This design comes from an exercise in tuning for small area, a short achievable clock period and few clock cycles on the open sky130 flow, not from production work.
In this exercise RTL edits were held to simulation tests only and were not proved equivalent to the original.
Power is estimated from default activity; no workload was simulated.

<file path="design.v">
module debounce_ctl (
    input  wire        clk,
    input  wire        rst,
    input  wire        in_valid,
    output wire        in_ready,
    input  wire [7:0]  op,
    input  wire [31:0] period,
    input  wire [9:0]  sample,
    input  wire [31:0] num,
    input  wire [31:0] den,
    input  wire        pin_init,
    output reg         resp_valid,
    output reg         resp_ok,
    output reg         ev_reset,
    output reg         ev_reset_warm,
    output reg         ev_persist,
    output wire [7:0]  persist_val,
    output reg         ev_pulse,
    output wire        ev_diag_liveness,
    output reg         ev_diag_count,
    output wire [8:0]  diag_n,
    output reg         ev_diag_lockdown,
    output reg         ev_act,
    output reg         ev_ind,
    output reg         ev_rearm,
    output reg         act,
    output reg         ind,
    output reg         locked,
    output reg         pwm_valid,
    output reg  [31:0] pwm_on,
    output reg  [31:0] pwm_off
);
    localparam [2:0]  WDT_MAX         = 3'd5;
    localparam [31:0] PWM_PERIOD_INIT = 32'd1000;
    localparam [1:0] FG_IDLE = 2'd0, FG_READY = 2'd1, FG_ON = 2'd2, FG_OFF = 2'd3;
    localparam [1:0] V_EDGE = 2'd0, V_DEB = 2'd1, V_LIV = 2'd2, V_WDT = 2'd3;
    reg              booted;
    reg              pin_level;
    reg              edge_en, edge_pend;
    reg              deb_armed, deb_pend;
    reg [1:0]        deb_count;
    reg [2:0]        timeout_count;
    reg              wdt_pend;
    reg              liv_armed, liv_pend;
    reg              liv_count;
    reg              pwm_enabled;
    reg [31:0]       pwm_period;
    reg [1:0]        fg;
    reg              frame_valid;
    reg [1:0]        frame_vec;
    reg [3:0]        frame_pc;
    reg              store_valid;
    reg [2:0]        store_val;
    reg [2:0]        ev_n;
    assign persist_val      = {5'd0, ev_n};
    assign diag_n           = {6'd0, ev_n};
    assign ev_diag_liveness = ev_pulse;
    reg              busy;           
    reg              fin;            
    reg [31:0]       sa;             
    reg [31:0]       sd;             
    reg [4:0]        bit_k;          
    assign in_ready = !(busy || fin);
    wire take = in_valid && in_ready;
    reg              n_booted, n_pin_level, n_edge_en, n_edge_pend;
    reg              n_deb_armed, n_deb_pend;
    reg [1:0]        n_deb_count;
    reg [2:0]        n_timeout_count;
    reg              n_locked, n_wdt_pend;
    reg              n_liv_armed, n_liv_pend;
    reg              n_liv_count;
    reg              n_ind, n_act, n_pwm_enabled, n_pwm_valid;
    reg              n_period_ld;
    reg [1:0]        n_fg;
    reg              n_frame_valid;
    reg [1:0]        n_frame_vec;
    reg [3:0]        n_frame_pc;
    reg              n_store_valid;
    reg [2:0]        n_store_val;
    reg              m_ok, m_reset, m_persist, m_pulse;
    reg              m_diag_count, m_diag_lockdown, m_act, m_ind, m_rearm;
    reg [2:0]        m_n;
    reg              m_start;
    wire fg_idle_free  = !frame_valid && (fg == FG_IDLE);
    wire duty_in_range = (den != 32'd0) && !num[31] && (num <= den);
    always @* begin
        n_booted        = booted;
        n_pin_level     = pin_level;
        n_edge_en       = edge_en;
        n_edge_pend     = edge_pend;
        n_deb_armed     = deb_armed;
        n_deb_pend      = deb_pend;
        n_deb_count     = deb_count;
        n_timeout_count = timeout_count;
        n_locked        = locked;
        n_wdt_pend      = wdt_pend;
        n_liv_armed     = liv_armed;
        n_liv_pend      = liv_pend;
        n_liv_count     = liv_count;
        n_ind           = ind;
        n_act           = act;
        n_pwm_enabled   = pwm_enabled;
        n_pwm_valid     = pwm_valid;
        n_period_ld     = 1'b0;
        n_fg            = fg;
        n_frame_valid   = frame_valid;
        n_frame_vec     = frame_vec;
        n_frame_pc      = frame_pc;
        n_store_valid   = store_valid;
        n_store_val     = store_val;
        m_ok = 1'b0; m_reset = 1'b0; m_persist = 1'b0;
        m_pulse = 1'b0; m_diag_count = 1'b0;
        m_diag_lockdown = 1'b0; m_act = 1'b0; m_ind = 1'b0; m_rearm = 1'b0;
        m_n = 3'd0;
        m_start = 1'b0;
        if (op == 8'h00 || op == 8'h01) begin
            m_ok          = 1'b1;
            m_reset       = 1'b1;
            n_booted      = 1'b1;
            n_pin_level   = pin_init;
            n_edge_en     = 1'b1;
            n_edge_pend   = 1'b0;
            n_deb_armed   = 1'b0;
            n_deb_count   = 2'd0;
            n_deb_pend    = 1'b0;
            n_locked      = 1'b0;
            n_wdt_pend    = 1'b0;
            n_liv_armed   = 1'b0;
            n_liv_count   = 1'b0;
            n_liv_pend    = 1'b0;
            n_ind         = 1'b0;
            n_pwm_enabled = 1'b1;
            n_pwm_valid   = 1'b0;
            n_act         = 1'b0;
            n_fg          = FG_IDLE;
            n_frame_valid = 1'b0;
            if (!op[0]) begin
                n_timeout_count = 3'd0;
                n_store_valid   = 1'b1;
                n_store_val     = 3'd0;
                m_persist       = 1'b1;
            end else begin
                n_timeout_count = store_valid ? store_val : 3'd0;
            end
        end else if (booted) begin
            case (op)
            8'h10, 8'h18: begin                       
                m_ok        = 1'b1;
                n_pin_level = !pin_level;
                if (edge_en || op[3])
                    n_edge_pend = 1'b1;
            end
            8'h11: begin m_ok = 1'b1; n_deb_pend = 1'b1; end       
            8'h12: begin m_ok = 1'b1; n_liv_pend = 1'b1; end       
            8'h13: begin m_ok = 1'b1; n_wdt_pend = 1'b1; end       
            8'h14: begin m_ok = 1'b1; n_store_valid = 1'b0; end    
            8'h20: if (fg_idle_free) begin                         
                m_ok        = 1'b1;
                n_period_ld = 1'b1;
                n_pwm_valid = 1'b0;
            end
            8'h21: if (fg_idle_free) begin                         
                m_ok          = 1'b1;
                n_pwm_enabled = 1'b1;
            end
            8'h22: if (fg_idle_free) begin                         
                m_ok          = 1'b1;
                n_pwm_enabled = 1'b0;
                n_act         = 1'b0;
                m_act         = 1'b1;
            end
            8'h23: if (fg_idle_free) begin                         
                m_ok = 1'b1;
                if (pwm_enabled) begin
                    n_pwm_enabled = 1'b0;
                    n_act         = 1'b0;
                    m_act         = 1'b1;
                end else begin
                    n_pwm_enabled = 1'b1;
                end
            end
            8'h24: if (fg_idle_free) begin                         
                m_ok = 1'b1;
                if (pwm_enabled) m_start = 1'b1;
            end
            8'h25: if (fg_idle_free) begin                         
                m_ok = 1'b1;
                if (pwm_enabled && duty_in_range) m_start = 1'b1;
            end
            8'h26: if (!frame_valid && fg == FG_READY) begin       
                m_ok  = 1'b1;
                n_act = 1'b1;
                m_act = 1'b1;
                n_fg  = FG_ON;
            end
            8'h27: if (!frame_valid && fg == FG_ON) begin          
                m_ok  = 1'b1;
                n_act = 1'b0;
                m_act = 1'b1;
                n_fg  = FG_OFF;
            end
            8'h28: if (!frame_valid && fg == FG_OFF) begin         
                m_ok = 1'b1;
                n_fg = FG_IDLE;
            end
            8'h30: if (edge_pend && edge_en && !frame_valid) begin    
                m_ok          = 1'b1;
                n_edge_pend   = 1'b0;
                n_frame_valid = 1'b1;
                n_frame_vec   = V_EDGE;
                n_frame_pc    = 4'd0;
            end
            8'h31: if (deb_pend && deb_armed && !frame_valid) begin   
                m_ok          = 1'b1;
                n_deb_pend    = 1'b0;
                n_frame_valid = 1'b1;
                n_frame_vec   = V_DEB;
                n_frame_pc    = 4'd0;
            end
            8'h32: if (liv_pend && liv_armed && !frame_valid) begin   
                m_ok          = 1'b1;
                n_liv_pend    = 1'b0;
                n_frame_valid = 1'b1;
                n_frame_vec   = V_LIV;
                n_frame_pc    = 4'd0;
            end
            8'h33: if (wdt_pend && !frame_valid) begin                
                m_ok          = 1'b1;
                n_wdt_pend    = 1'b0;
                n_frame_valid = 1'b1;
                n_frame_vec   = V_WDT;
                n_frame_pc    = 4'd0;
            end
            8'h3F: if (frame_valid) begin                             
                m_ok = 1'b1;
                case (frame_vec)
                V_EDGE: case (frame_pc)
                    4'd0: begin
                        n_edge_en  = 1'b0;
                        n_frame_pc = 4'd1;
                    end
                    4'd1: begin
                        n_deb_armed = 1'b1;
                        n_deb_count = 2'd0;
                        n_frame_pc  = 4'd2;
                    end
                    default: begin
                        if (pin_level)
                            m_pulse = 1'b1;
                        n_frame_valid = 1'b0;
                    end
                endcase
                V_DEB: case (frame_pc)
                    4'd0: begin
                        if (deb_count == 2'd2) begin
                            n_deb_count = 2'd0;
                            n_frame_pc  = 4'd1;
                        end else begin
                            n_deb_count   = deb_count + 2'd1;
                            n_frame_valid = 1'b0;
                        end
                    end
                    4'd1: begin
                        n_edge_en  = 1'b1;
                        n_frame_pc = 4'd2;
                    end
                    default: begin
                        n_deb_armed   = 1'b0;
                        n_frame_valid = 1'b0;
                    end
                endcase
                V_LIV: begin
                    if (liv_count) begin
                        n_liv_count = 1'b0;
                        n_ind       = !ind;
                        m_ind       = 1'b1;
                    end else begin
                        n_liv_count = 1'b1;
                    end
                    n_frame_valid = 1'b0;
                end
                default: case (frame_pc)                              
                    4'd0: begin
                        if (locked) begin
                            n_frame_pc = 4'd8;
                        end else begin
                            n_timeout_count = timeout_count + 3'd1;
                            n_frame_pc      = 4'd1;
                        end
                    end
                    4'd1: begin
                        m_diag_count = 1'b1;
                        m_n          = timeout_count;
                        n_frame_pc   = 4'd2;
                    end
                    4'd2: begin
                        if (timeout_count < WDT_MAX) begin
                            n_store_valid = 1'b1;
                            n_store_val   = timeout_count;
                            m_persist     = 1'b1;
                            m_n           = timeout_count;
                            n_frame_pc    = 4'd8;
                        end else begin
                            n_locked   = 1'b1;
                            n_frame_pc = 4'd3;
                        end
                    end
                    4'd3: begin
                        m_diag_lockdown = 1'b1;
                        n_frame_pc      = 4'd4;
                    end
                    4'd4: begin
                        n_edge_en  = 1'b0;
                        n_frame_pc = 4'd5;
                    end
                    4'd5: begin
                        n_deb_armed = 1'b0;
                        n_deb_count = 2'd0;
                        n_frame_pc  = 4'd6;
                    end
                    4'd6: begin
                        n_pwm_enabled = 1'b0;
                        n_act         = 1'b0;
                        m_act         = 1'b1;
                        n_frame_pc    = 4'd7;
                    end
                    4'd7: begin
                        n_liv_armed = 1'b1;
                        n_liv_count = 1'b0;
                        n_frame_pc  = 4'd8;
                    end
                    default: begin
                        m_rearm       = 1'b1;
                        n_frame_valid = 1'b0;
                    end
                endcase
                endcase
            end
            default: ;                                                
            endcase
        end
    end
    reg [4:0] p_msb;
    integer i;
    always @* begin
        p_msb = 5'd0;
        for (i = 1; i < 32; i = i + 1)
            if (pwm_period[i]) p_msb = i[4:0];
    end
    wire        p_bit = pwm_period[bit_k];
    wire [31:0] sa_g  = p_bit ? sa : 32'd0;
    wire [31:0] R     = pwm_off;
    wire [31:0] Q     = pwm_on;
    wire [33:0] x0   = {1'b0, R, 1'b0} + {2'b00, sa_g};
    wire [34:0] u1a  = {2'b00, R, 1'b0};
    wire [34:0] u1b  = {3'b000, sa_g};
    wire [34:0] u1c  = ~{3'b000, sd};
    wire [34:0] s1   = u1a ^ u1b ^ u1c;
    wire [34:0] c1   = (u1a & u1b) | (u1a & u1c) | (u1b & u1c);
    wire [34:0] x1   = s1 + {c1[33:0], 1'b1};
    wire [34:0] u2c  = ~{2'b00, sd, 1'b0};
    wire [34:0] s2   = u1a ^ u1b ^ u2c;
    wire [34:0] c2   = (u1a & u1b) | (u1a & u2c) | (u1b & u2c);
    wire [34:0] x2   = s2 + {c2[33:0], 1'b1};
    wire        ge2  = !x2[34];
    wire        ge1  = !x1[34];
    wire [31:0] r_nx = ge2 ? x2[31:0] : ge1 ? x1[31:0] : x0[31:0];
    wire [31:0] q_nx = {Q[30:0], 1'b0} + {30'd0, ge2, ge1 & !ge2};
    wire        rnd    = {R, 1'b0} >= {1'b0, sd};
    wire [31:0] on_nx  = Q + {31'd0, rnd};
    wire [31:0] off_nx = pwm_period + ~Q + {31'd0, !rnd};
    always @(posedge clk) begin
        if (rst) begin
            busy             <= 1'b0;
            fin              <= 1'b0;
            booted           <= 1'b0;
            pin_level        <= 1'b0;
            edge_en          <= 1'b1;
            edge_pend        <= 1'b0;
            deb_armed        <= 1'b0;
            deb_pend         <= 1'b0;
            deb_count        <= 2'd0;
            timeout_count    <= 3'd0;
            locked           <= 1'b0;
            wdt_pend         <= 1'b0;
            liv_armed        <= 1'b0;
            liv_pend         <= 1'b0;
            liv_count        <= 1'b0;
            ind              <= 1'b0;
            act              <= 1'b0;
            pwm_enabled      <= 1'b1;
            pwm_valid        <= 1'b0;
            pwm_period       <= PWM_PERIOD_INIT;
            fg               <= FG_IDLE;
            frame_valid      <= 1'b0;
            frame_vec        <= 2'd0;
            frame_pc         <= 4'd0;
            store_valid      <= 1'b0;
            store_val        <= 3'd0;
            resp_valid       <= 1'b0;
        end else begin
            resp_valid <= 1'b0;
            if (take) begin
                booted        <= n_booted;
                pin_level     <= n_pin_level;
                edge_en       <= n_edge_en;
                edge_pend     <= n_edge_pend;
                deb_armed     <= n_deb_armed;
                deb_pend      <= n_deb_pend;
                deb_count     <= n_deb_count;
                timeout_count <= n_timeout_count;
                locked        <= n_locked;
                wdt_pend      <= n_wdt_pend;
                liv_armed     <= n_liv_armed;
                liv_pend      <= n_liv_pend;
                liv_count     <= n_liv_count;
                ind           <= n_ind;
                act           <= n_act;
                pwm_enabled   <= n_pwm_enabled;
                pwm_valid     <= n_pwm_valid | m_start;
                if (m_reset)          pwm_period <= PWM_PERIOD_INIT;
                else if (n_period_ld) pwm_period <= period;
                if (m_start) fg <= FG_READY;
                else         fg <= n_fg;
                frame_valid   <= n_frame_valid;
                frame_vec     <= n_frame_vec;
                frame_pc      <= n_frame_pc;
                store_valid   <= n_store_valid;
                store_val     <= n_store_val;
                if (m_start) begin
                    busy  <= (pwm_period != 32'd0);
                    fin   <= (pwm_period == 32'd0);
                    bit_k <= p_msb;
                end else begin
                    resp_valid <= 1'b1;
                end
            end
            if (busy) begin
                bit_k <= bit_k - 5'd1;
                if (bit_k == 5'd0) begin
                    busy <= 1'b0;
                    fin  <= 1'b1;
                end
            end
            if (fin) begin
                fin        <= 1'b0;
                resp_valid <= 1'b1;
            end
        end
    end
    always @(posedge clk) begin
        if (take && m_start) begin
            sa      <= (op[0]) ? num : {22'd0, sample};
            sd      <= (op[0]) ? den : 32'd1023;
            pwm_on  <= 32'd0;
            pwm_off <= 32'd0;
        end else if (busy) begin
            pwm_on  <= q_nx;
            pwm_off <= r_nx;
        end else if (fin) begin
            pwm_on  <= on_nx;
            pwm_off <= off_nx;
        end
    end
    always @(posedge clk) begin
        if (take) begin
            resp_ok          <= m_ok;
            ev_reset         <= m_reset;
            ev_reset_warm    <= op[0];
            ev_persist       <= m_persist;
            ev_n             <= m_n;
            ev_pulse         <= m_pulse;
            ev_diag_count    <= m_diag_count;
            ev_diag_lockdown <= m_diag_lockdown;
            ev_act           <= m_act;
            ev_ind           <= m_ind;
            ev_rearm         <= m_rearm;
        end else if (fin) begin
            resp_ok          <= 1'b1;
            ev_reset         <= 1'b0;
            ev_persist       <= 1'b0;
            ev_pulse         <= 1'b0;
            ev_diag_count    <= 1'b0;
            ev_diag_lockdown <= 1'b0;
            ev_act           <= 1'b0;
            ev_ind           <= 1'b0;
            ev_rearm         <= 1'b0;
        end
    end
endmodule
</file>
<file path="run.sh">
#!/bin/bash
# synth_recipe.tcl (not shown) runs the flow's synth.tcl, then flattens the netlist and writes it again
# the make line also repeats each setting of config.mk as NAME=value (left out here)
make -C /OpenROAD-flow-scripts/flow DESIGN_CONFIG=/design/flow/config.mk WORK_HOME=/design/flow/orfs CLKGATE_MAP_FILE= SYNTH_SCRIPT=/design/flow/synth_recipe.tcl finish
</file>
<file path="config.mk">
export PLATFORM = sky130hd
export DESIGN_NAME = debounce_ctl
export DESIGN_NICKNAME = debounce_ctl
export VERILOG_FILES = /design/flow/design.v
export SDC_FILE = /design/flow/constraint.sdc
export NUM_CORES = 4
export LEC_CHECK = 0
export CAP_MARGIN = 20
export CORE_MARGIN = 2
export CORE_UTILIZATION = 40
export SLEW_MARGIN = 20
</file>
<file path="constraint.sdc">
create_clock -name core_clock -period 10.0 [get_ports {clk}]
set_input_delay 2.0000 -clock core_clock [delete_from_list [all_inputs] [get_ports {clk}]]
set_output_delay 2.0000 -clock core_clock [all_outputs]
set_load 0.01 [all_outputs]
</file>
==> flow_summary.toml, run 1 <==
[detailed_routing]
drc = 0
wl_per_cell_um = 21.71
wirelength_mm = 73.12
dr.pass1.iters = 5
ant_nets = 0
via_per_inst = 5.912
initialDrtViolationCount = 1524
vias = 19910

[timing]
relSlewSlack_pct = 30.28
fmax_mhz = 129.2
setup_viol = 0
rsz0062_at_grt = "no"
min_period_ns = 7.738
worst_slew_pin_slew_ns = 1.035
timing.hold.ws_ns = 0.4720
maxSlewViolCount = 0
fin_crit_sh_pct = 77.38
clock_skew_ns = 0.03818
setup_slack_ns = 2.262
fin_tns_setup_ns = 0
finalHoldViolations = 0

[pwr]
vdd_drop_max_mv = 0.1053
p_leak_uw = 0.01033
powerDensity_nw_per_um2 = 87.39

[final_layout]
nets = 3047
num_antenna_cells = 0
syn2layout_area_growth_pct = 16.60
nFillCells = 5147
final_core_util_pct = 47.36
layout-drive-gt1-share_pct = 4.353
final_cells = 3368

[clock_network]
clk_path_buf_depth = 3
clk_pin_slew_ns = 0.06
cts_hold_buf = 0
htreeDepth = 1
clock_tree.root_cell = "clkbuf_16"
tritoncts = "yes"
postCtsSetupBuffers = 0
clk_latency_ns = 0.61
cts_resized = 0
cts_buffers = 28
cts_num_sinks = 214

[worst_setup_path]
path_max_fanout = 32
crit_slowest_cell = "edfxtp_1"
criticalPathCategory = "reg -> reg"
crit_buf_inv = 2
slowest_delay_ns = 0.94
crit_path_end_kind = "register"
startpoint_type = "register"
arrival_ns = 8.22
required_ns = 10.48
reg2reg_from = "bit_k[0]"
reg2reg_depth = 26
cpMostUsedCell = "nand2_1"
endpoint = "pwm_on[28]"
critPathLaunch = "bit_k[0]"
crit_family = "simple AND/OR/NAND/NOR gates"
cp.depth = 26
reg2reg_slack_ns = 2.26
r2r_end = "pwm_on[28]"

[global_route]
overflow = 0
grt_max_degree = 77
grt_usage_pct = 26.73
antenna_found_initial = 1
grt_pass1_wl_mm = 113.9
grt_pass1_vias = 19621

[logic_synthesis]
synth_cell_types = 104
postSynth.asyncResetShare_pct = 0
synth_seq_area_share_pct = 24.40
syn-cell-area_um2 = 20920
ys.flop_type = "dfxtp_1"
yosys_warnings = 1
synthCells = 2523
ys_ff_latch = 214
synth_area_per_cell_um2 = 8.292
synth_enable_flop_cells = 82

[placed_design]
post-place-cells = 3316
portBuffers = 204
gp_congestion = 0.9706
hpwl_mm = 57.49
pre_cts_ws_ns = 2.393

[die]
die_area_um2 = 54150
pin_count = 216
start_util_pct = 40.62
die_x_um = 232.7
dieHeight_um = 232.7
rows = 83
core_area_um2 = 51510

[job]
cap_violations = 0

[outcome]
status = "finished clean"

[worst_hold_path]
hold_start = "store_val[1]"
min_path_type = "reg -> reg"
[stage by stage]
step                      instance area, µm²  total power (µW)
after global placement                 23390              1075
final                                  24390              2132
after floorplan                        20960             994.7
after detailed placement               23420              1076
after CTS                              24390              2153
after global routing                   24390              2195
[metal layers]
metal | global-route usage (%) | wire (µm)
met4 | 7.026 | 2173
met5 | 0 | 0
met2 | 42.98 | 32980
met3 | 3.934 | 4672
met1 | 37.39 | 33290
[cells by family after synthesis]
group | after synthesis | synth area share, %
AOI/OAI and AO/OA | 725 | 22.96
xor gates and xnor gates | 155 | 6.489
adders and majority gates | 263 | 18.13
buffers and inverters | 267 | 5.376
DFF | 214 | 24.40
muxes | 47 | 2.326
other | 1 | 0.01792
and+or+nand+nor | 851 | 20.30
[sequential cells by signal, indices dropped and copies added (netlist names), 2 cells and up]
register,flops
bit_k,5
timeout_count,3
deb_count,2
pwm_on,32
store_val,3
sd,32
pwm_off,32
frame_pc,4
fg,2
ev_n,3
frame_vec,2
sa,32
pwm_period,32
[cell usage after synthesis, types with 7 or more instances]
library cell / instances / area (µm²)
nor2_1: 245 / 919.6
a21oi_1: 203 / 1016
ha_1: 196 / 2452
nand2_1: 177 / 664.4
inv_1: 145 / 544.3
dfxtp_1: 132 / 2643
xnor2_1: 116 / 1016
o21ai_0: 100 / 500.5
edfxtp_1: 82 / 2462
a211oi_1: 79 / 593.1
clkbuf_1: 74 / 277.8
a21o_1: 73 / 548.0
fa_1: 67 / 1341
and2_1: 60 / 375.4
nor2b_1: 59 / 369.1
nor3_1: 55 / 275.3
nand3_1: 53 / 265.3
a22oi_1: 40 / 300.3
nand4_1: 39 / 244.0
xor2_1: 39 / 341.6
nand2b_1: 38 / 237.7
mux2i_1: 34 / 340.3
nor4_1: 29 / 181.4
o21ai_1: 24 / 120.1
and3_1: 21 / 131.4
o211ai_1: 19 / 142.6
buf_4: 18 / 135.1
o21a_1: 18 / 135.1
a31oi_1: 17 / 106.4
or3_1: 17 / 106.4
buf_2: 15 / 75.07
o21bai_1: 15 / 112.6
o22ai_1: 13 / 81.33
mux2_2: 12 / 135.1
o31ai_1: 11 / 82.58
a2111oi_0: 10 / 87.58
or4_1: 8 / 60.06
a211o_1: 7 / 61.31
nor3b_1: 7 / 52.55
[final cells by class]
type                    count  area, µm²  area share [%]
multi-input cells        2052      14740           60.43
flip-flops and latches    214       5110           20.95
repair buffers            217       2150           8.812
well taps                 680      850.8           3.488
clock buffers              37      787.0           3.226
inverters                 153      576.8           2.365
clock inverters            15      178.9          0.7335
[worst min-delay path by stage]
| stage | to | slack [ns] | cells after the start |
|---|---|---|---|
| CTS | store_val[1] | 0.48 | 2 |
| finish | store_val[1] | 0.47 | 2 |
| floorplan | store_val[2] | 0.45 | 2 |
| detailed placement | store_val[2] | 0.46 | 2 |
| global placement | store_val[1] | 0.46 | 2 |
| global route | store_val[1] | 0.49 | 2 |
[layout by cell type (no fill, tap or decap), types with 23 or more instances in the layout]
cell type,instances
a211oi_1,79
a21o_1,73
a21oi_1,203
a22oi_1,40
and2_1,60
clkbuf_16,30
clkdlybuf4s50_1,202
dfxtp_1,130
edfxtp_1,82
fa_1,67
ha_1,196
inv_1,145
mux2i_1,34
nand2_1,177
nand2b_1,38
nand3_1,53
nand4_1,39
nor2_1,245
nor2b_1,59
nor3_1,55
nor4_1,29
o21ai_0,100
o21ai_1,23
xnor2_1,116
xor2_1,39
[power by group]
part / internal (µW) / switching, µW / total [µW]
Sequential: 906 / 1.84 / 908
Clock: 634 / 439 / 1070
Combinational: 76.0 / 75.0 / 151
[worst min-delay path: stages, from the launching register on]
cell,delay (ns)
dfxtp_1,0.31
nand2b_1,0.06
a21oi_1,0.05
Testbench counts, summed over its fixed seeds: cycles 45,326.
==> run 2: changes to the inputs <==
--- a/design.v
+++ b/design.v
@@ -62,3 +62,9 @@
     reg [4:0]        bit_k;          
-    assign in_ready = !(busy || fin);
+    reg              p_bit;          
+    reg              rneg;           
+    reg              smp;            
+    reg [3:0]        p_top;          
+    reg [13:0]       ps_p;           
+    reg              rdy;            
+    assign in_ready = rdy;
     wire take = in_valid && in_ready;
@@ -349,24 +355,59 @@
     end
-    wire        p_bit = pwm_period[bit_k];
+    wire [31:0] p_sh  = {pwm_period[30:0], 1'b0};    
+    wire [4:0]  k_nx  = rdy ? p_msb : bit_k;
+    wire [2:0]  g_nx  = bit_k[2:0] - 3'd1;
+    wire        pbit_nx = p_sh[k_nx];
+    wire [3:0]  pgrp_nx = rdy ? p_top : pwm_period[{g_nx, 2'b00} +: 4];
+    reg  [3:0]  top_in;
+    integer j;
+    always @* begin
+        top_in = period[3:0];
+        for (j = 1; j < 8; j = j + 1)
+            if (period[4*j +: 4] != 4'd0) top_in = period[4*j +: 4];
+    end
+    wire        p_nz  = (pwm_period != 32'd0);
     wire [31:0] sa_g  = p_bit ? sa : 32'd0;
-    wire [31:0] R     = pwm_off;
-    wire [31:0] Q     = pwm_on;
-    wire [33:0] x0   = {1'b0, R, 1'b0} + {2'b00, sa_g};
-    wire [34:0] u1a  = {2'b00, R, 1'b0};
+    wire [31:0] Q    = pwm_on;
+    wire [34:0] u1a  = {rneg, rneg, pwm_off, 1'b0};
     wire [34:0] u1b  = {3'b000, sa_g};
-    wire [34:0] u1c  = ~{3'b000, sd};
+    wire [34:0] u1c  = rneg ? {3'b000, sd} : ~{3'b000, sd};
     wire [34:0] s1   = u1a ^ u1b ^ u1c;
     wire [34:0] c1   = (u1a & u1b) | (u1a & u1c) | (u1b & u1c);
-    wire [34:0] x1   = s1 + {c1[33:0], 1'b1};
-    wire [34:0] u2c  = ~{2'b00, sd, 1'b0};
+    wire [34:0] x1   = s1 + {c1[33:0], !rneg};
+    wire [34:0] u2c  = rneg ? 35'd0 : ~{2'b00, sd, 1'b0};
     wire [34:0] s2   = u1a ^ u1b ^ u2c;
     wire [34:0] c2   = (u1a & u1b) | (u1a & u2c) | (u1b & u2c);
-    wire [34:0] x2   = s2 + {c2[33:0], 1'b1};
+    wire [34:0] x2   = s2 + {c2[33:0], !rneg};
     wire        ge2  = !x2[34];
     wire        ge1  = !x1[34];
-    wire [31:0] r_nx = ge2 ? x2[31:0] : ge1 ? x1[31:0] : x0[31:0];
-    wire [31:0] q_nx = {Q[30:0], 1'b0} + {30'd0, ge2, ge1 & !ge2};
-    wire        rnd    = {R, 1'b0} >= {1'b0, sd};
-    wire [31:0] on_nx  = Q + {31'd0, rnd};
-    wire [31:0] off_nx = pwm_period + ~Q + {31'd0, !rnd};
+    wire [31:0] r_nx = ge2 ? x2[31:0] : x1[31:0];
+    wire [31:0] q_inc = Q + 32'd1;
+    wire [31:0] q_nx  = {ge2 ? q_inc[30:0] : Q[30:0], ge1 & !ge2};
+    wire [9:0]  s_op = rdy ? sample : sa[9:0];
+    wire [13:0] pg_s = ({14{pgrp_nx[0]}} & {4'd0, s_op})
+                     + ({14{pgrp_nx[1]}} & {3'd0, s_op, 1'b0})
+                     + ({14{pgrp_nx[2]}} & {2'd0, s_op, 2'b0})
+                     + ({14{pgrp_nx[3]}} & {1'd0, s_op, 3'b0});      
+    wire [11:0] sv_a = {2'b00, pwm_off[5:0], pwm_off[9:6]};
+    wire [11:0] sv_b = {2'b00, ps_p[9:0]};
+    wire [11:0] sv_c = {8'd0, ps_p[13:10]};
+    wire [11:0] sv_s = sv_a ^ sv_b ^ sv_c;
+    wire [11:0] sv_k = {(sv_a[10:0] & sv_b[10:0]) | (sv_a[10:0] & sv_c[10:0]) | (sv_b[10:0] & sv_c[10:0]), 1'b0};
+    wire [11:0] sr_0 = sv_s + sv_k;
+    wire [11:0] k1   = 12'hC01;
+    wire [11:0] k2   = 12'h802;
+    wire [11:0] t1_s = sv_s ^ sv_k ^ k1;
+    wire [11:0] t1_k = {(sv_s[10:0] & sv_k[10:0]) | (sv_s[10:0] & k1[10:0]) | (sv_k[10:0] & k1[10:0]), 1'b0};
+    wire [11:0] sr_1 = t1_s + t1_k;
+    wire [11:0] t2_s = sv_s ^ sv_k ^ k2;
+    wire [11:0] t2_k = {(sv_s[10:0] & sv_k[10:0]) | (sv_s[10:0] & k2[10:0]) | (sv_k[10:0] & k2[10:0]), 1'b0};
+    wire [11:0] sr_2 = t2_s + t2_k;
+    wire        sg1  = !sr_1[11];                                 
+    wire        sg2  = !sr_2[11];                                 
+    wire [9:0]  rs_nx = sg2 ? sr_2[9:0] : sg1 ? sr_1[9:0] : sr_0[9:0];
+    wire [4:0]  sr_v  = {1'b0, pwm_off[9:6]} + {1'b0, ps_p[13:10]};    
+    wire [4:0]  su    = sr_v + {3'd0, sg2, sg1 & !sg2};
+    wire [31:0] qs_nx = {su[4] ? q_inc[27:0] : Q[27:0], su[3:0]};
+    wire [31:0] on_nx  = ge1 ? q_inc : Q;
+    wire [31:0] off_nx = pwm_period + ~Q + {31'd0, !ge1};
     always @(posedge clk) begin
@@ -375,2 +416,3 @@
             fin              <= 1'b0;
+            rdy              <= 1'b1;
             booted           <= 1'b0;
@@ -393,2 +435,3 @@
             pwm_period       <= PWM_PERIOD_INIT;
+            p_top            <= PWM_PERIOD_INIT[11:8];
             fg               <= FG_IDLE;
@@ -419,7 +462,11 @@
                 pwm_enabled   <= n_pwm_enabled;
-                pwm_valid     <= n_pwm_valid | m_start;
-                if (m_reset)          pwm_period <= PWM_PERIOD_INIT;
-                else if (n_period_ld) pwm_period <= period;
-                if (m_start) fg <= FG_READY;
-                else         fg <= n_fg;
+                pwm_valid     <= n_pwm_valid;
+                if (m_reset) begin
+                    pwm_period <= PWM_PERIOD_INIT;
+                    p_top      <= PWM_PERIOD_INIT[11:8];
+                end else if (n_period_ld) begin
+                    pwm_period <= period;
+                    p_top      <= top_in;
+                end
+                fg            <= n_fg;
                 frame_valid   <= n_frame_valid;
@@ -430,5 +477,16 @@
                 if (m_start) begin
-                    busy  <= (pwm_period != 32'd0);
-                    fin   <= (pwm_period == 32'd0);
-                    bit_k <= p_msb;
+                    rdy   <= 1'b0;
+                    smp   <= !op[0];
+                    ps_p  <= pg_s;
+                    if (!op[0]) begin
+                        busy  <= 1'b1;
+                        fin   <= 1'b0;
+                        bit_k <= {2'b00, p_msb[4:2]};
+                        p_bit <= 1'b0;
+                    end else begin
+                        busy  <= (p_msb != 5'd0);
+                        fin   <= (p_msb == 5'd0);
+                        bit_k <= p_msb - 5'd1;
+                        p_bit <= pbit_nx;
+                    end
                 end else begin
@@ -439,2 +497,4 @@
                 bit_k <= bit_k - 5'd1;
+                p_bit <= pbit_nx & !smp;
+                ps_p  <= pg_s;
                 if (bit_k == 5'd0) begin
@@ -446,3 +506,6 @@
                 fin        <= 1'b0;
+                rdy        <= 1'b1;
                 resp_valid <= 1'b1;
+                fg         <= FG_READY;
+                pwm_valid  <= 1'b1;
             end
@@ -451,7 +514,13 @@
     always @(posedge clk) begin
+        if (in_ready) begin
+            sa <= (op[0]) ? num : {22'd0, sample};
+            sd <= (op[0]) ? den : 32'd1023;
+        end
         if (take && m_start) begin
-            sa      <= (op[0]) ? num : {22'd0, sample};
-            sd      <= (op[0]) ? den : 32'd1023;
             pwm_on  <= 32'd0;
-            pwm_off <= 32'd0;
+            pwm_off <= (p_nz && op[0]) ? num : 32'd0;
+            rneg    <= 1'b0;
+        end else if (busy && smp) begin
+            pwm_on  <= qs_nx;
+            pwm_off <= {22'd0, rs_nx};
         end else if (busy) begin
@@ -459,2 +528,3 @@
             pwm_off <= r_nx;
+            rneg    <= !ge1;
         end else if (fin) begin
@@ -477,12 +547,2 @@
             ev_rearm         <= m_rearm;
-        end else if (fin) begin
-            resp_ok          <= 1'b1;
-            ev_reset         <= 1'b0;
-            ev_persist       <= 1'b0;
-            ev_pulse         <= 1'b0;
-            ev_diag_count    <= 1'b0;
-            ev_diag_lockdown <= 1'b0;
-            ev_act           <= 1'b0;
-            ev_ind           <= 1'b0;
-            ev_rearm         <= 1'b0;
         end
--- a/config.mk
+++ b/config.mk
@@ -7,2 +7,3 @@
 export LEC_CHECK = 0
+export ABC_CLOCK_PERIOD_IN_PS = 3500
 export CAP_MARGIN = 20
@@ -10,2 +11,3 @@
 export CORE_UTILIZATION = 40
+export SETUP_SLACK_MARGIN = 5
 export SLEW_MARGIN = 20
==> run 2 against run 1 <==
Still clean on timing, DRC and antenna. Non-clock buffer count increased by 119. Count of clock-buffer cells in the layout decreased by 3. Global-route usage increased by 2.3 points. Register-to-register slack improved by 1.8 ns. Critical endpoint is now pwm_off[28].
==> flow_summary.toml, run 2 <==
[placed_design]
portBuffers = 204
pre_cts_ws_ns = 3.090
hpwl_mm = 70.59
gp_congestion = 1.034

[timing]
clock_skew_ns = 0.05190
finalHoldViolations = 0
relSlewSlack_pct = 27.50
min_period_ns = 5.963
timing.hold.ws_ns = 0.4796
rsz0062_at_grt = "yes"
setup_viol = 0
maxSlewViolCount = 0
setup_slack_ns = 4.037
fin_tns_setup_ns = 0
worst_slew_pin_slew_ns = 1.060
fin_crit_sh_pct = 59.63
fmax_mhz = 167.7

[clock_network]
clock_tree.root_cell = "clkbuf_16"
clk_latency_ns = 0.62
cts_num_sinks = 236
clk_path_buf_depth = 3
cts_hold_buf = 0
tritoncts = "yes"
htreeDepth = 1
clk_pin_slew_ns = 0.06
cts_buffers = 31

[logic_synthesis]
ys.flop_type = "edfxtp_1"
synth_area_per_cell_um2 = 8.190
syn-cell-area_um2 = 24400
synth.most_common_cell = "inv_1"
synth_cell_types = 91
synthCells = 2979
synth_top_area_share_pct = 16.00
synth_commonest_cells = "inv_1 (347), nand2_1 (290), nor2_1 (240)"
yosys_warnings = 1
yosys-top-cells-area = "edfxtp_1 (16%), ha_1 (11%), dfxtp_1 (8.7%)"
synth_enable_flop_cells = 130
synth.largest_area_cell = "edfxtp_1"
postSynth.asyncResetShare_pct = 0
synth_seq_area_share_pct = 24.70
ys_ff_latch = 236

[global_route]
grt_max_degree = 77
grt_pass1_wl_mm = 141.4
overflow = 0
grt_pass1_vias = 23553
antenna_found_initial = 0
grt_usage_pct = 29.00

[detailed_routing]
dr.pass1.iters = 6
initialDrtViolationCount = 2005
wirelength_mm = 94.62
via_per_inst = 5.928
ant_nets = 0
wl_per_cell_um = 23.39
vias = 23977
drc = 0

[worst_setup_path]
r2r_end = "pwm_off[28]"
reg2reg_depth = 26
startpoint_type = "register"
arrival_ns = 6.32
reg2reg_from = "rneg"
crit_path_end_kind = "register"
required_ns = 10.35
reg2reg_slack_ns = 4.04
criticalPathCategory = "reg -> reg"
path_max_fanout = 11

[pwr]
powerDensity_nw_per_um2 = 92.34
vdd_drop_max_mv = 0.1311
p_leak_uw = 0.01298
total_power_uw = 2822

[final_layout]
mostFrequentLayoutCell = "inv_1"
num_antenna_cells = 0
layout-drive-gt1-share_pct = 14.62
nets = 3674
syn2layout_area_growth_pct = 25.25
final_cell_mix = "inv_1 (333), nand2_1 (269), nor2_1 (229)"
final_core_util_pct = 50.63

[die]
pin_count = 216
rows = 90
dieHeight_um = 251.0
start_util_pct = 40.42
die_x_um = 251.0
core_area_um2 = 60360
die_area_um2 = 62990

[worst_hold_path]
hold_start = "store_val[2]"
hold_depth = 2
hold_end = "store_val[2]"
min_path_type = "reg -> reg"

[outcome]
status = "finished clean"

[job]
cap_violations = 0
==> run 2: layout make-up <==
class                           instances  area [µm²]
Clock buffer                           34       818.3
Tap cell                              782       978.4
Clock inverter                         23       210.2
Fill cell                            5778       29800
Timing Repair Buffer                  336        3269
Inverter                              349        1325
Sequential cell                       236        6031
Multi-Input combinational cell       2285       17930
==> run 2: power breakdown <==
part	switching, µW	internal [µW]	total (µW)
combinational	355	262	617
clock	489	667	1160
sequential	9.01	1040	1050
==> run 2: stage by stage <==
stage / area, µm² / instances
2_1_floorplan: 24680 / 2989
3_3_place_gp: 27330 / 3878
3_5_place_dp: 27330 / 3878
4_1_cts: 29720 / 4017
5_1_grt: 30560 / 4045
6_report: 30560 / 4045
==> run 2: metal layers <==
layer / GRT usage (%) / wire [µm]
met2: 49.41 / 44890
met4: 11.34 / 4380
met1: 37.43 / 38630
met3: 3.655 / 6721
met5: 0 / 0
==> run 2: critical path, cell delays in order, from the launching register on <==
cell and delay (ns):
dfxtp_2 0.35, clkinvlp_4 0.10, buf_12 0.16, ha_4 0.24
fa_1 0.48, inv_1 0.07, fa_2 0.34, a21o_1 0.17
a21o_1 0.19, a2111oi_4 0.42, o31ai_4 0.18, o311a_4 0.36
a22oi_4 0.19, o21ai_4 0.10, fa_2 0.41, inv_2 0.07
fa_2 0.21, a21o_1 0.13, a21oi_2 0.07, o21ai_2 0.13
a21oi_2 0.09, o31ai_4 0.26, a21oi_4 0.13, o311a_1 0.33
o21a_1 0.19, o21ai_2 0.20, a22oi_1 0.12
==> run 2: timing repair <==
item	in CTS	in global routing
hold endpoints to repair	0	0
resized for setup	150	164
setup buffers	78	24
gates cloned	4	4
pin swaps	80	103
endpoints found under the setup margin	163	152
==> run 2: worst max-delay path by stage <==
stage | from | end | slack [ns]
final | rneg | pwm_off[28] | 4.04
after global routing | rneg | pwm_off[20] | 3.91
after CTS | rneg | pwm_off[29] | 3.95
after detailed placement | rneg | pwm_off[28] | 3.09
after global placement | rneg | pwm_off[28] | 3.23
after floorplan | rneg | pwm_off[30] | 3.88
==> run 2: cell families (layout without fill, tap and decap cells) <==
kind of cell | count (synthesis) | after routing | share of synthesized area, %
xor gates and xnor gates | 174 | 174 | 6.246
muxes | 57 | 57 | 2.918
other | 1 | 11 | 0.01537
adders and majority gates | 317 | 317 | 19.39
and+or+nand+nor | 962 | 965 | 18.96
DFF | 236 | 236 | 24.70
AOI/OAI and AO/OA | 761 | 761 | 20.10
buffers and inverters | 471 | 742 | 7.667
Testbench counts of run 2, summed over its fixed seeds: cycles 33,671.
==> run 3: changes to the inputs <==
--- a/config.mk
+++ b/config.mk
@@ -7,6 +7,6 @@
 export LEC_CHECK = 0
-export ABC_CLOCK_PERIOD_IN_PS = 3500
 export CAP_MARGIN = 20
 export CORE_MARGIN = 2
-export CORE_UTILIZATION = 40
+export CORE_UTILIZATION = 50
+export PLACE_DENSITY = 0.8
 export SETUP_SLACK_MARGIN = 5
==> run 3 against run 2 <==
Core utilization is 12 points higher. Highest routed layer is now met5. First-iteration DRC count grew 31%. Total power fell by 2.9%. Non-clock buffer count down 3. Area after synthesis did not move. Sequential power about the same. Sequential share of layout area rose by 0.29 points. Still clean on timing, DRC and antenna. Largest cell class unchanged. Hold slack worse by 0.012 ns. Via count grew 0.25%. Clock power down 5%.
==> flow_summary.toml, run 3 <==
[worst_setup_path]
crit_path_end_kind = "register"
reg2reg_slack_ns = 4.05
criticalPathCategory = "reg -> reg"
arrival_ns = 6.26
reg2reg_from = "rneg"
critPathLaunch = "rneg"
reg2reg_depth = 26
crit_slowest_cell = "fa_1"
required_ns = 10.31
startpoint_type = "register"
path_max_fanout = 24
r2r_end = "pwm_off[28]"
slowest_delay_ns = 0.53
cpMostUsedCell = "o21ai_1"
endpoint = "pwm_off[28]"

[timing]
fin_tns_setup_ns = 0
min_period_ns = 5.949
clock_skew_ns = 0.02439
setup_viol = 0
fmax_mhz = 168.1
relSlewSlack_pct = 24.39
maxSlewViolCount = 0
fin_crit_sh_pct = 59.49
rsz0062_at_grt = "yes"
worst_slew_pin_slew_ns = 1.106
finalHoldViolations = 0

[detailed_routing]
wirelength_mm = 84.10
vias = 24037
dr.pass1.iters = 8
via_per_inst = 6.214
initialDrtViolationCount = 2626
drc = 0
ant_nets = 0
wl_per_cell_um = 21.74

[placed_design]
gp_congestion = 0.9871
portBuffers = 204
hpwl_mm = 61.99
post-place-cells = 3707
placed_area_um2 = 27080

[die]
dieHeight_um = 224.9
rows = 80
die_x_um = 224.9
start_util_pct = 50.89
die_area_um2 = 50580
core_area_um2 = 47950
pin_count = 216

[clock_network]
htreeDepth = 1
tritoncts = "yes"
clock_tree.root_cell = "clkbuf_16"
clk_latency_ns = 0.59
clk_path_buf_depth = 3
cts_buffers = 28
cts_num_sinks = 236
cts_hold_buf = 0
clk_pin_slew_ns = 0.06

[pwr]
powerDensity_nw_per_um2 = 90.95
vdd_drop_max_mv = 0.1317
p_leak_uw = 0.01285

[final_layout]
fin_area_um2 = 30120
mostFrequentLayoutCell = "inv_1"
num_antenna_cells = 0
final_cell_mix = "inv_1 (331), nand2_1 (272), nor2_1 (231)"
final_cells = 3868
layout-drive-gt1-share_pct = 13.93
syn2layout_area_growth_pct = 23.45
nets = 3666

[global_route]
grtUsageMet2_pct = 52.52
overflow = 0
grt_use_met3_pct = 4.420
grt_max_degree = 77
antenna_found_initial = 1
grt_pass1_vias = 22402
grt_use_met1_pct = 41.65
grt_usage_pct = 31.70
grt_pass1_wl_mm = 126.0
busiest_layer = "met2"

[logic_synthesis]
synth_cell_types = 91
yosys-top-cells-area = "edfxtp_1 (16%), ha_1 (11%), dfxtp_1 (8.7%)"
syn-cell-area_um2 = 24400
ys_ff_latch = 236
synth_top_family_by_area = "compound AO/OA/AOI/OAI gates"
synth.most_common_cell = "inv_1"
synth_top_area_share_pct = 16.00
synthSimpleGateAreaFrac_pct = 18.96
synth_seq_area_share_pct = 24.70
synth_enable_flop_cells = 130
synth_compound_area_share_pct = 20.10
yosys_warnings = 1
synth.largest_area_cell = "edfxtp_1"
synthCells = 2979
synth_fa_ha_area_share_pct = 19.39
postSynth.asyncResetShare_pct = 0
synth-xor-area-share_pct = 6.246
synth_area_per_cell_um2 = 8.190
ys.flop_type = "edfxtp_1"
synth_mux_area_share_pct = 2.918
synth_commonest_cells = "inv_1 (347), nand2_1 (290), nor2_1 (240)"

[job]
cap_violations = 0

[worst_hold_path]
min_path_type = "reg -> reg"
hold_depth = 2

[outcome]
status = "finished clean"
[run 3: cell counts after synthesis]
No cell type changed its count.
[run 3: how the worst min path moves through the flow]
stage	from	to	slack, ns
finish	p_top[3]	p_top[3]	0.47
global route	p_top[3]	p_top[3]	0.49
CTS	p_top[3]	p_top[3]	0.47
detailed placement	store_val[0]	store_val[0]	0.46
global placement	p_top[2]	p_top[2]	0.45
floorplan	p_top[2]	p_top[2]	0.43
[run 3: final cells by class]
type / instances / area [µm²]
Timing Repair Buffer: 333 / 3234
Inverter: 349 / 1320
Fill cell: 3948 / 17830
Clock inverter: 20 / 234.0
Tap cell: 615 / 769.5
Multi-Input combinational cell: 2283 / 17780
Clock buffer: 32 / 747.0
Sequential cell: 236 / 6031
[run 3: kinds of logic (layout without fill, tap and decap cells)]
| kind of cell | count (synthesis) | in the layout |
|---|---|---|
| DFF | 236 | 236 |
| muxes | 57 | 57 |
| xor gates and xnor gates | 174 | 174 |
| other | 1 | 11 |
| buffers and inverters | 471 | 734 |
| adders and majority gates | 317 | 317 |
| and+or+nand+nor | 962 | 963 |
| AOI/OAI and AO/OA | 761 | 761 |
[run 3: worst max-delay path: cells and delay by family, from the launching register on]
kind / cells / cell delay [ns]
AOI/OAI and AO/OA: 16 / 2.77
adders and majority gates: 5 / 1.71
DFF: 1 / 0.35
buffers and inverters: 4 / 0.47
and+or+nand+nor: 1 / 0.36
[run 3: routing by layer]
layer,vias up,wire [µm]
met5,-,13
met4,2,4747
met3,308,7917
met2,1344,38580
met1,11395,32840
li1,10988,-
[run 3: timing repair]
| item | in CTS | in global routing |
|---|---|---|
| pin swaps | 84 | 120 |
| endpoints found under the setup margin | 124 | 128 |
| cloned | 1 | 3 |
| gates resized for setup | 140 | 158 |
| buffers inserted | 77 | 28 |
[run 3: report_power, final]
| group | switching, µW | internal, µW | total, µW |
|---|---|---|---|
| combinational | 339 | 254 | 593 |
| sequential | 8.63 | 1040 | 1050 |
| clock | 454 | 644 | 1100 |
| total | 802 | 1940 | 2740 |
[run 3: through the flow]
| step | hold WS, ns | worst slack, ns | util [%] | total power (µW) |
|---|---|---|---|---|
| after floorplan | 0.4322 | 3.875 | - | 1425 |
| after global placement | 0.4450 | 3.448 | 56.48 | 1608 |
| after detailed placement | 0.4596 | 3.259 | 56.48 | 1615 |
| after CTS | 0.4679 | 4.062 | 60.89 | 2726 |
| after global routing | 0.4900 | 3.870 | 62.82 | 2827 |
| final | 0.4675 | 4.051 | 62.82 | 2739 |
==> run 4: changes to the inputs <==
--- a/config.mk
+++ b/config.mk
@@ -10,4 +10,3 @@
 export CORE_UTILIZATION = 50
-export PLACE_DENSITY = 0.8
-export SETUP_SLACK_MARGIN = 5
+export SETUP_SLACK_MARGIN = 4
 export SLEW_MARGIN = 20
==> run 4 against run 3 <==
Still clean on timing, DRC and antenna. Register-to-register slack lost 0.02 ns. Sequential share of layout area is 0.99 points higher. Area after synthesis unchanged. Combinational power shrank 3.5%. Critical endpoint unchanged. Largest cell class unchanged.
==> flow_summary.toml, run 4 <==
[timing]
setup_slack_ns = 4.030
fin_crit_sh_pct = 59.70
rsz0062_at_grt = "yes"
fmax_mhz = 167.5
finalHoldViolations = 0
clock_skew_ns = 0.01857
worst_slew_pin_slew_ns = 1.143
min_period_ns = 5.970
setup_viol = 0
maxSlewViolCount = 0
fin_tns_setup_ns = 0
relSlewSlack_pct = 21.82

[logic_synthesis]
ys.flop_type = "edfxtp_1"
ys_ff_latch = 236
synth_area_per_cell_um2 = 8.190
synth_top_area_share_pct = 16.00
synth.most_common_cell = "inv_1"
synth_top_family_by_area = "compound AO/OA/AOI/OAI gates"
postSynth.asyncResetShare_pct = 0
syn-cell-area_um2 = 24400
synth.largest_area_cell = "edfxtp_1"
synth-xor-area-share_pct = 6.246
yosys-top-cells-area = "edfxtp_1 (16%), ha_1 (11%), dfxtp_1 (8.7%)"
synth_fa_ha_area_share_pct = 19.39
synth_compound_area_share_pct = 20.10
synth_commonest_cells = "inv_1 (347), nand2_1 (290), nor2_1 (240)"
synthCells = 2979
synth_seq_area_share_pct = 24.70
synth_mux_area_share_pct = 2.918
yosys_warnings = 1
synth_cell_types = 91
synthSimpleGateAreaFrac_pct = 18.96
synth_enable_flop_cells = 130

[die]
pin_count = 216
dieHeight_um = 224.9
start_util_pct = 50.89
rows = 80
die_area_um2 = 50580
die_x_um = 224.9
core_area_um2 = 47950

[pwr]
power_frac_comb_pct = 20.5
power_frac_seq_pct = 37.5
power.switching_fraction_pct = 29.83
p_leak_uw = 0.01227
vdd_drop_max_mv = 0.1455
powerDensity_nw_per_um2 = 97.40
p_int_uw = 1962
p_clk_share_pct = 42.0
p_sw_uw = 834.2

[detailed_routing]
wl_per_cell_um = 23.61
via_per_inst = 6.195
wirelength_mm = 90.04
initialDrtViolationCount = 2234
dr.pass1.iters = 7
vias = 23621
drc = 0
ant_nets = 0

[clock_network]
cts_num_sinks = 236
clk_path_buf_depth = 3
cts_hold_buf = 0
clk_pin_slew_ns = 0.06
cts_buffers = 31
tritoncts = "yes"
clock_tree.root_cell = "clkbuf_16"
clk_latency_ns = 0.63
htreeDepth = 1

[final_layout]
layout-drive-gt1-share_pct = 7.911
num_antenna_cells = 0
nets = 3608
mostFrequentLayoutCell = "inv_1"
final_cell_mix = "inv_1 (342), nand2_1 (289), nor2_1 (238)"
syn2layout_area_growth_pct = 17.66

[job]
cap_violations = 0

[worst_setup_path]
crit_path_end_kind = "register"
criticalPathCategory = "reg -> reg"
crit_slowest_cell = "fa_1"
startpoint_type = "register"
arrival_ns = 6.30
required_ns = 10.33
path_max_fanout = 9
slowest_delay_ns = 0.52

[placed_design]
pre_cts_ws_ns = 2.704
hpwl_mm = 69.11
gp_congestion = 0.9691
portBuffers = 204

[global_route]
grt_usage_pct = 34.89
grt_pass1_wl_mm = 135.8
overflow = 0
grt_pass1_vias = 22903
grt_max_degree = 76
antenna_found_initial = 3

[outcome]
status = "finished clean"

[worst_hold_path]
min_path_type = "reg -> reg"
## run 4: routing by layer
layer | wire [µm] | track usage [%] | vias up | part of all wire [%]
li1 | - | - | 10850 | -
met1 | 37690 | 46.98 | 11470 | 42
met2 | 41370 | 57.49 | 1098 | 46
met3 | 7483 | 5.372 | 201 | 8.3
met4 | 3485 | 11.28 | 2 | 3.9
met5 | 13 | 0 | - | 0.014
## run 4: power by group through the flow
stage / registers [µW] / logic (µW) / clock network, µW
floorplan: 1070 / 358 / 0
global route: 1050 / 620 / 1220
CTS: 1050 / 555 / 1190
global placement: 1070 / 537 / 0
finish: 1050 / 572 / 1180
detailed placement: 1070 / 544 / 0
## run 4: worst max-delay path, delay by kind of cell, from the launching register on
| kind | cells | cell delay, ns |
|---|---|---|
| DFF | 1 | 0.38 |
| AOI/OAI and AO/OA | 16 | 2.77 |
| buffers and inverters | 4 | 0.43 |
| adders and majority gates | 5 | 1.75 |
| and+or+nand+nor | 1 | 0.34 |
## run 4: cells by family (layout without fill, tap and decap cells)
logic type / after synthesis / in the layout
AOI/OAI and AO/OA: 761 / 761
xor gates and xnor gates: 174 / 174
adders and majority gates: 317 / 317
buffers and inverters: 471 / 680
DFF: 236 / 236
muxes: 57 / 57
other: 1 / 11
and+or+nand+nor: 962 / 962
## run 4: layout make-up
class	count	area, µm²
Clock inverter	24	246.5
Tap cell	615	769.5
Clock buffer	34	797.0
Multi-Input combinational cell	2282	16930
Inverter	349	1321
Fill cell	4406	19240
Timing Repair Buffer	272	2599
Timing Repair inverter	1	7.507
Sequential cell	236	6033
## run 4: what timing repair did
| action | CTS | global route |
|---|---|---|
| endpoints found under the setup margin | 66 | 85 |
| setup buffers | 22 | 19 |
| cloned | 1 | 0 |
| pin swaps | 13 | 27 |
| resized for setup | 26 | 40 |
## run 4: worst paths after layout
check        cells after the start     start          end  slack (ns)
max                             26      rneg  pwm_off[28]        4.03
min                              2  p_top[2]     p_top[2]        0.46
max reg2reg                     26      rneg  pwm_off[28]        4.03
min reg2reg                      2  p_top[2]     p_top[2]        0.46
## run 4: stage by stage
step | hold WS (ns) | instance area, µm² | cells | power, µW | utilization, %
floorplan | 0.4322 | 24550 | 2989 | 1424 | -
global placement | 0.4445 | 27020 | 3713 | 1606 | 56.36
detailed placement | 0.4548 | 27020 | 3713 | 1613 | 56.36
CTS | 0.4636 | 28370 | 3794 | 2793 | 59.17
global route | 0.4884 | 28710 | 3813 | 2887 | 59.87
finish | 0.4635 | 28710 | 3813 | 2796 | 59.87
==> run 5: changes to the inputs <==
--- a/config.mk
+++ b/config.mk
@@ -10,3 +10,3 @@
 export CORE_UTILIZATION = 50
-export SETUP_SLACK_MARGIN = 4
+export SETUP_SLACK_MARGIN = 3
 export SLEW_MARGIN = 20
==> run 5 against run 4 <==
Still clean. Non-clock buffer count down 26. Area after synthesis unchanged. Sequential share of layout area increased by 0.44 points. First-iteration DRC count shrank 3.8%. Sequential power about the same. Clock skew is 0.00066 ns higher. Hold slack better by 0.011 ns. Synthesized cell count unchanged. Via count is 1.5% lower. Register-to-register slack worse by 0.75 ns. Largest power group unchanged. Highest routed layer unchanged.
==> flow_summary.toml, run 5 <==
[pwr]
vdd_drop_max_mv = 0.1226
p_leak_uw = 0.01207
powerDensity_nw_per_um2 = 96.98

[timing]
fmax_mhz = 148.9
setup_viol = 0
rsz0062_at_grt = "yes"
worst_slew_pin_slew_ns = 1.137
fin_tns_setup_ns = 0
relSlewSlack_pct = 23.95
maxSlewViolCount = 0
timing.hold.ws_ns = 0.4743
clock_skew_ns = 0.01923
finalHoldViolations = 0
fin_crit_sh_pct = 67.16
min_period_ns = 6.716

[clock_network]
cts_num_sinks = 236
cts_hold_buf = 0
clk_latency_ns = 0.60
clk_path_buf_depth = 3
cts_buffers = 29
htreeDepth = 1
clock_tree.root_cell = "clkbuf_16"
tritoncts = "yes"
clk_pin_slew_ns = 0.06

[die]
die_area_um2 = 50580
pin_count = 216
dieHeight_um = 224.9
rows = 80
core_area_um2 = 47950
die_x_um = 224.9
start_util_pct = 50.89

[final_layout]
layout-drive-gt1-share_pct = 5.747
nets = 3579
syn2layout_area_growth_pct = 15.18
final_cell_mix = "inv_1 (345), nand2_1 (289), nor2_1 (239)"
nFillCells = 4407
fin_area_um2 = 28100
num_antenna_cells = 0
mostFrequentLayoutCell = "inv_1"

[worst_setup_path]
startpoint_type = "register"
arrival_ns = 7.07
path_max_fanout = 8
required_ns = 10.35
crit_path_end_kind = "register"
criticalPathCategory = "reg -> reg"

[global_route]
grt_pass1_wl_mm = 131.4
grt_usage_pct = 33.67
grt_max_degree = 76
antenna_found_initial = 5
overflow = 0
grt_pass1_vias = 22342

[logic_synthesis]
synth.largest_area_cell = "edfxtp_1"
yosys_warnings = 1
synth_seq_area_share_pct = 24.70
ys.flop_type = "edfxtp_1"
synth_cell_types = 91
synth_enable_flop_cells = 130
synthCells = 2979
ys_ff_latch = 236
syn-cell-area_um2 = 24400
postSynth.asyncResetShare_pct = 0
yosys-top-cells-area = "edfxtp_1 (16%), ha_1 (11%), dfxtp_1 (8.7%)"
synth_area_per_cell_um2 = 8.190
synth_top_area_share_pct = 16.00
synth.most_common_cell = "inv_1"
synth_commonest_cells = "inv_1 (347), nand2_1 (290), nor2_1 (240)"

[job]
cap_violations = 0

[placed_design]
portBuffers = 204
placed_area_um2 = 26930
hpwl_mm = 67.72
gp_congestion = 0.9681

[detailed_routing]
via_per_inst = 6.152
wl_per_cell_um = 22.94
wirelength_mm = 86.78
vias = 23266
drc = 0
ant_nets = 0
initialDrtViolationCount = 2148
dr.pass1.iters = 6

[outcome]
status = "finished clean"

[worst_hold_path]
min_path_type = "reg -> reg"
-- run 5: repair_timing --
action                                 in CTS  in global routing
setup buffers                               0                 11
setup endpoints to repair                  12                 19
pin swaps                                   0                  2
endpoints found under the hold margin       0                  0
gates resized for setup                     7                 10
-- run 5: final cells by class --
cell class | instances | area (µm²) | share of cell area (%)
clock buffers | 43 | 930.9 | 3.313
clock inverters | 11 | 73.82 | 0.2627
inverters | 349 | 1318 | 4.688
multi-input cells | 2282 | 16620 | 59.14
flip-flops and latches | 236 | 6030 | 21.46
well taps | 615 | 769.5 | 2.738
repair buffers | 246 | 2362 | 8.406
-- run 5: layer usage --
| layer | vias to the layer above | routed length [µm] | track usage (%) |
|---|---|---|---|
| li1 | 10819 | - | - |
| met1 | 11240 | 37030 | 46.31 |
| met2 | 1034 | 39740 | 55.16 |
| met3 | 165 | 7352 | 4.589 |
| met4 | 8 | 2591 | 10.02 |
| met5 | - | 57 | 0 |
-- run 5: per-stage QoR --
stage / cells / util [%] / setup WS, ns / total power, µW
finish: 3782 / 58.61 / 3.284 / 2725
global route: 3782 / 58.61 / 2.972 / 2821
CTS: 3770 / 58.33 / 3.001 / 2724
detailed placement: 3716 / 56.18 / 2.621 / 1608
global placement: 3716 / 56.17 / 2.846 / 1599
floorplan: 2989 / - / 3.222 / 1421
-- run 5: kinds of logic (layout without fill, tap and decap cells) --
family | after synthesis | in the layout | share of synthesized area, %
flops | 236 | 236 | 24.70
buf+inv | 471 | 649 | 7.667
compound gates | 761 | 761 | 20.10
xor+xnor | 174 | 174 | 6.246
other cells | 1 | 11 | 0.01537
simple gates | 962 | 962 | 18.96
fa+ha+maj | 317 | 317 | 19.39
mux | 57 | 57 | 2.918
-- run 5: worst max-delay path, stage by stage, from the launching register on --
cell and delay (ns):
dfxtp_1 0.40, clkinvlp_4 0.24, ha_1 0.35, fa_1 0.48, inv_1 0.07, fa_1 0.45, a21o_1 0.17, a21o_1 0.23
a2111oi_4 0.44, o31ai_2 0.18, o311a_1 0.45, a22oi_4 0.24, o21ai_2 0.16, fa_1 0.41, inv_1 0.08, fa_1 0.20
a21o_1 0.12, a21oi_1 0.10, o21ai_0 0.16, a21oi_1 0.16, o31ai_4 0.36, a21oi_2 0.14, o31ai_2 0.34, nand4_1 0.17
mux2i_1 0.15, a22o_1 0.21
-- run 5: report_power, final --
group / switching (µW) / internal (µW)
sequential: 9.28 / 1040
combinational: 319 / 235
clock: 476 / 647
-- run 5: path summary, 6_finish.rpt --
kind	from	end	slack, ns	depth (start not counted)
worst max register to register	rneg	pwm_off[30]	3.28	25
worst max-delay path	rneg	pwm_off[30]	3.28	25
worst min register to register	store_val[2]	store_val[2]	0.47	2
worst min-delay path	store_val[2]	store_val[2]	0.47	2
==> run 6: changes to the inputs <==
--- a/config.mk
+++ b/config.mk
@@ -10,3 +10,3 @@
 export CORE_UTILIZATION = 50
-export SETUP_SLACK_MARGIN = 3
+export SETUP_SLACK_MARGIN = 5
 export SLEW_MARGIN = 20
==> run 6 against run 5 <==
Critical path depth increased by 1. Critical path type unchanged. Core utilization up 5.2 points. Count of clock-buffer cells in the layout down 3. Combinational power increased by 8.5%. Via count up 3.2%. Area after synthesis unchanged. Routed wire length up 5.6%. Sequential cell count is the same. Still clean on timing, DRC and antenna.
==> flow_summary.toml, run 6 <==
[placed_design]
hpwl_mm = 67.41
placed_area_um2 = 27110
portBuffers = 204
post-place-cells = 3710
gp_congestion = 1.001

[logic_synthesis]
synth_enable_flop_cells = 130
synth_top_area_share_pct = 16.00
ys_ff_latch = 236
synth.most_common_cell = "inv_1"
synth_commonest_cells = "inv_1 (347), nand2_1 (290), nor2_1 (240)"
synth.largest_area_cell = "edfxtp_1"
syn-cell-area_um2 = 24400
yosys_warnings = 1
synth_area_per_cell_um2 = 8.190
synth_cell_types = 91
synth_seq_area_share_pct = 24.70
yosys-top-cells-area = "edfxtp_1 (16%), ha_1 (11%), dfxtp_1 (8.7%)"
ys.flop_type = "edfxtp_1"
postSynth.asyncResetShare_pct = 0
synthCells = 2979

[timing]
fmax_mhz = 170.1
maxSlewViolCount = 0
clock_skew_ns = 0.01563
fin_tns_setup_ns = 0
setup_viol = 0
finalHoldViolations = 0
fin_crit_sh_pct = 58.79
worst_slew_pin_slew_ns = 1.333
min_period_ns = 5.879
rsz0062_at_grt = "yes"
timing.hold.ws_ns = 0.4718
relSlewSlack_pct = 10.81

[final_layout]
final_cell_mix = "inv_1 (330), nand2_1 (270), nor2_1 (232)"
nets = 3709
layout-drive-gt1-share_pct = 15.04
final_cells = 3913
fin_area_um2 = 30570
syn2layout_area_growth_pct = 25.31
mostFrequentLayoutCell = "inv_1"

[clock_network]
tritoncts = "yes"
clk_path_buf_depth = 3
cts_hold_buf = 0
cts_buffers = 31
cts_num_sinks = 236
clock_tree.root_cell = "clkbuf_16"
htreeDepth = 1
clk_latency_ns = 0.63
clk_pin_slew_ns = 0.07

[detailed_routing]
initialDrtViolationCount = 2198
dr.pass1.iters = 7
vias = 24013
ant_nets = 0
wl_per_cell_um = 23.41
drc = 0
via_per_inst = 6.137
wirelength_mm = 91.60

[worst_setup_path]
path_max_fanout = 8
critPathLaunch = "rneg"
reg2reg_slack_ns = 4.12
crit_path_end_kind = "register"
endpoint = "pwm_off[28]"
required_ns = 10.36
startpoint_type = "register"
reg2reg_from = "rneg"
reg2reg_depth = 26
criticalPathCategory = "reg -> reg"
r2r_end = "pwm_off[28]"
arrival_ns = 6.24

[pwr]
vdd_drop_max_mv = 0.1363
total_power_uw = 2801
powerDensity_nw_per_um2 = 91.60
p_leak_uw = 0.01308

[job]
cap_violations = 0

[worst_hold_path]
min_path_type = "reg -> reg"

[die]
start_util_pct = 50.89
core_area_um2 = 47950
die_x_um = 224.9
rows = 80
die_area_um2 = 50580
pin_count = 216
dieHeight_um = 224.9

[outcome]
status = "finished clean"

[global_route]
grt_max_degree = 77
grt_pass1_wl_mm = 135.0
antenna_found_initial = 2
grt_pass1_vias = 22974
overflow = 0
grt_usage_pct = 34.72
[run 6: worst min path at each step]
stage,from,end,cells after the start
after floorplan,p_top[2],p_top[2],2
after global placement,p_top[2],p_top[2],2
after detailed placement,p_top[2],p_top[2],2
after CTS,p_top[2],p_top[2],2
after global routing,store_valid,store_valid,2
final,store_val[1],store_val[1],2
[run 6: layer usage]
metal  vias to the layer above  global-route usage (%)  wire length, µm
met3                       237                   6.219             7846
li1                      11057                       -                -
met4                         2                   12.92             3881
met2                      1108                   56.44            41730
met1                     11609                   46.20            38120
met5                         -                       0               13
[run 6: area by class of cell]
type / count / area, µm²
clock buffer: 40 / 839.6
tap: 615 / 769.5
timing repair buffer: 370 / 3568
fill: 4102 / 17370
sequential: 236 / 6033
timing repair inverter: 1 / 7.507
inverter: 349 / 1325
antenna: 1 / 2.502
clock inverter: 16 / 171.4
multi-input combinational: 2285 / 17860
[run 6: critical path, stage by stage (launching register included)]
cell	delay (ns)
dfxtp_4	0.36
clkinvlp_4	0.11
buf_12	0.16
ha_4	0.23
fa_1	0.49
inv_2	0.04
fa_2	0.34
a21o_1	0.17
a21o_1	0.20
a2111oi_4	0.38
o31ai_4	0.12
o311a_4	0.34
a22oi_4	0.19
o21ai_4	0.12
fa_2	0.41
inv_2	0.08
fa_2	0.21
a21o_1	0.15
a21oi_2	0.07
o21ai_2	0.18
a21oi_4	0.10
o31ai_4	0.27
a21oi_4	0.13
o311a_1	0.33
o21a_1	0.18
o21ai_1	0.15
a22oi_1	0.10
[run 6: cells by family (layout without fill, tap and decap cells)]
group	Yosys count	after routing	synth area share (%)
adder cells (fa/ha/maj)	317	317	19.39
multiplexers	57	57	2.918
XOR/XNOR	174	174	6.246
flip-flops	236	236	24.70
AND/OR/NAND/NOR	962	964	18.96
AO/OA/AOI/OAI	761	762	20.10
buffers and inverters	471	776	7.667
other	1	12	0.01537
[run 6: through the flow]
stage | utilization [%] | setup WS (ns)
after floorplan | - | 3.875
after detailed placement | 56.54 | 2.895
after CTS | 62.06 | 4.116
final | 63.77 | 4.121
after global placement | 56.54 | 3.010
after global routing | 63.76 | 3.925
[run 6: what timing repair did]
| action | in CTS | in global routing |
|---|---|---|
| gates resized for setup | 199 | 120 |
| setup buffers | 104 | 37 |
| pin swaps | 110 | 87 |
| setup endpoints to repair | 123 | 122 |
| gates cloned | 4 | 1 |
[run 6: power by group]
part | total (µW) | switching [µW] | internal [µW] | leakage [µW]
clock network | 1150 | 484 | 666 | 0.000502
registers | 1050 | 9.80 | 1040 | 0.00218
logic | 601 | 340 | 262 | 0.0104

## separate check: timing with driven ports
How much do the figures lean on ideal ports? The routed layouts below were timed once more, with nothing changed but the port constraints.
Step 1: set_driving_cell puts a clkbuf_16 on clk and a buf_2 on each other input, an assumption about the parent block.
Step 2 times the ports against the registers' clock, not the clock port: input delays grow and output delays shrink by t, the midpoint of the rising clock arrivals with the driver on.
Three values: ideal, step 1, step 2; two values: the first two.
run | t (ns) | setup WS [ns] | hold WS [ns] | worst register clock-pin slew, ns
run 1 | 0.649 | 2.262 / 2.262 / 2.262 | 0.472 / 0.472 / 0.472 | 0.07 / 0.07
run 2 | 0.652 | 4.037 / 4.037 / 4.037 | 0.480 / 0.480 / 0.480 | 0.07 / 0.07
run 3 | 0.635 | 4.051 / 4.051 / 4.051 | 0.468 / 0.468 / 0.468 | 0.07 / 0.07
run 4 | 0.673 | 4.030 / 4.030 / 3.442 | 0.464 / 0.464 / 0.464 | 0.07 / 0.07
run 5 | 0.652 | 3.284 / 3.284 / 3.120 | 0.474 / 0.474 / 0.474 | 0.07 / 0.07
run 6 | 0.680 | 4.121 / 4.121 / 4.121 | 0.472 / 0.472 / 0.472 | 0.07 / 0.07
After both steps every run listed still meets setup and hold. The setup slack of run 4, which loses most, moves by 0.000 ns with the drivers and by -0.588 ns with both steps.
